Context: an optimization exercise on an open-source flow, tuned for a short achievable clock period and few clock cycles. The choices shown serve that exercise and are no tape-out recipe.
Function was checked by simulation only, so behaviour that the tests miss may differ from the original.
Power and IR drop assume default switching activity.

the reference run:
Design col216_core, start of the top module:
module col216_core (
    input  wire        clk,
    input  wire        rst,           
    input  wire [15:0] prog_len,      
    output wire [15:0] imem_addr,
    input  wire [31:0] imem_rdata,
    output wire [17:0] dmem_addr,     
    output wire        dmem_we,
    output wire [31:0] dmem_wdata,
    input  wire [31:0] dmem_rdata,
    output wire        wb_valid,      
    output wire [4:0]  wb_rd,
    output wire [31:0] wb_data,
    output wire        halted,
    output wire        fault,
    output wire [2:0]  fault_code,
    output wire [15:0] fault_pc
);
    localparam OP_ADD  = 6'd1;
    localparam OP_SUB  = 6'd2;
    localparam OP_MUL  = 6'd3;
    localparam OP_SLT  = 6'd4;
    localparam OP_ADDI = 6'd5;
    localparam OP_LW   = 6'd6;
    localparam OP_SW   = 6'd7;
    localparam OP_BEQ  = 6'd8;
    localparam OP_BNE  = 6'd9;
    localparam OP_J    = 6'd10;
    localparam F_INVREG  = 3'd1;
    localparam F_INVLAB  = 3'd2;
    localparam F_MEMADDR = 3'd3;
    localparam F_SYNTAX  = 3'd4;
  ...
Size: ~11000 cells after synthesis, roughly 2600 flip-flops, roughly 210 I/O pins, roughly 140000 um2 of cells after synthesis.
export LEC_CHECK = 0
export ABC_CLOCK_PERIOD_IN_PS = 3000
export CAP_MARGIN = 20
export CELL_PAD_IN_SITES_GLOBAL_PLACEMENT = 2
export CORE_MARGIN = 2
export CORE_UTILIZATION = 35
export PLACE_DENSITY = 0.5
export SLEW_MARGIN = 20
export TNS_END_PERCENT = 100
create_clock -name core_clock -period 11.0 [get_ports {clk}]
standard.sh (not shown) runs the stock make flow with config.mk's settings and CLKGATE_MAP_FILE= SYNTH_SCRIPT=/design/flow/synth_recipe.tcl, a recipe that flattens the netlist after the stock synthesis.
==> flow/flow/run.sh <==
#!/bin/bash
set -euo pipefail
bash standard.sh SETUP_SLACK_MARGIN=7.5 \
  "BUFFER_PORTS_ARGS=-buffer_cell sky130_fd_sc_hd__buf_4" \
  finish > standard.log 2>&1
Testbench counts of the reference run, summed over its fixed seeds: cycles 103,971.
[inputs] the trial run vs the reference run
==> flow/flow/run.sh <==
#!/bin/bash
set -euo pipefail
bash standard.sh SETUP_SLACK_MARGIN=7 \
  "BUFFER_PORTS_ARGS=-buffer_cell sky130_fd_sc_hd__buf_4" \
  finish > standard.log 2>&1
[summary]
Relative to the reference run, the trial run improves final design area excluding fillers.
The trial run vs the reference run, first-pass GRT wire length went down by 51 mm.
Highest clock frequency the design can meet improves in the trial run relative to the reference run.

* * *

col216_core, a different RTL version from the one above (not shown whole).
Size in the first run: ~10000 cells after synthesis, roughly 130000 sq um of cells after synthesis.
// col216_core
module col216_core (
    input  wire        clk,
    input  wire        rst,           
    input  wire [15:0] prog_len,      
    output wire [15:0] imem_addr,
    input  wire [31:0] imem_rdata,
    output wire [17:0] dmem_addr,     
    output wire        dmem_we,
    output wire [31:0] dmem_wdata,
    input  wire [31:0] dmem_rdata,
    output wire        wb_valid,      
    output wire [4:0]  wb_rd,
    output wire [31:0] wb_data,
    output wire        halted,
    output wire        fault,
    output wire [2:0]  fault_code,
    output wire [15:0] fault_pc
);
==> flow/config.mk <==
export PLATFORM = sky130hd
export DESIGN_NAME = col216_core
export DESIGN_NICKNAME = col216_core
export VERILOG_FILES = /design/flow/design.v
export SDC_FILE = /design/flow/constraint.sdc
export NUM_CORES = 4
export LEC_CHECK = 0
export ABC_CLOCK_PERIOD_IN_PS = 3000
export CAP_MARGIN = 20
export CELL_PAD_IN_SITES_GLOBAL_PLACEMENT = 2
export CORE_MARGIN = 2
export CORE_UTILIZATION = 35
export PLACE_DENSITY = 0.5
export SLEW_MARGIN = 20
export TNS_END_PERCENT = 100
==> flow/constraint.sdc <==
create_clock -name core_clock -period 11.0 [get_ports {clk}]
set_input_delay 2.2000 -clock core_clock [delete_from_list [all_inputs] [get_ports {clk}]]
set_output_delay 2.2000 -clock core_clock [all_outputs]
set_load 0.01 [all_outputs]
==> flow/flow/run.sh <==
#!/bin/bash
# The standard layout, with timing repair aiming at a 4.0 ns period (7 ns of
# setup margin at the design's 11 ns clock). ORFS's own logs stay under orfs/logs.
set -euo pipefail
bash standard.sh SETUP_SLACK_MARGIN=7 finish > standard.log 2>&1
The first run ran to the end with no violations.
Testbench counts at the start, summed over its fixed seeds: cycles 100,756.
Change:
==> flow/run.sh (new file) <==
#!/bin/bash
# synth_recipe.tcl (not shown) runs the flow's synth.tcl, then flattens the netlist and writes it again
# the make line also repeats each setting of config.mk as NAME=value (left out here)
make -C /OpenROAD-flow-scripts/flow DESIGN_CONFIG=/design/flow/config.mk WORK_HOME=/design/flow/orfs CLKGATE_MAP_FILE= SYNTH_SCRIPT=/design/flow/synth_recipe.tcl finish
CELL_PAD_IN_SITES_GLOBAL_PLACEMENT = unset   (was 2)
CORE_UTILIZATION = 40   (was 35)
PLACE_DENSITY = unset   (was 0.5)
SETUP_SLACK_MARGIN = 5   (was unset)
removed: flow/flow/run.sh
removed: flow/standard.sh
The changed run completed without violations.
First-iteration DRC count came out higher by 18%.
Routed wire length decreases by 22%.
Hold slack is better by 4.1 ps.
Total power fell by 5.0%.
Cell area drops by 10%.
Final cell count falls by 7.8%.
Core utilization goes up by 1.2 points.
Synthesized cell count is unchanged.
Worst setup slack loses 1200 ps.
Area after synthesis is unchanged.
Non-clock buffer count went down by 658.

==> static timing again, ports no longer ideal <==
Ports are ideal in the flow. The routed layouts listed here were re-timed in OpenROAD. Step 1 sets driving cells, clkbuf_16 on the clock port and buf_2 on the other inputs (assumed; they add their load-dependent delay and slew). Step 2 adds t to the input delays and takes it off the output delays; t is the mean of the earliest and latest rising clock arrival at the registers after step 1. Input paths then give back, and output paths get back, about the clock's delay inside the block. Slacks: no drivers / after step 1 / after step 2; pairs: no drivers / after step 1.
run | t (ns) | setup slack, ns | slew at the worst register clock pin (ns) | cell pins on the clock port's net
the reference run | 1.050 | 6.904 / 6.904 / 6.717 | 0.08 / 0.08 | 1
the trial run | 1.023 | 6.959 / 6.959 / 6.368 | 0.07 / 0.07 | 1
the first run of note 2 | 1.024 | 6.318 / 6.318 / 5.542 | 0.07 / 0.07 | 1
the second run of note 2 | 0.999 | 5.092 / 5.092 / 4.956 | 0.07 / 0.07 | 1
After both steps setup and hold are still met in every run listed. For the first run of note 2, which loses most, drivers alone change the setup slack by 0.000 ns; drivers and shift together by -0.776 ns.
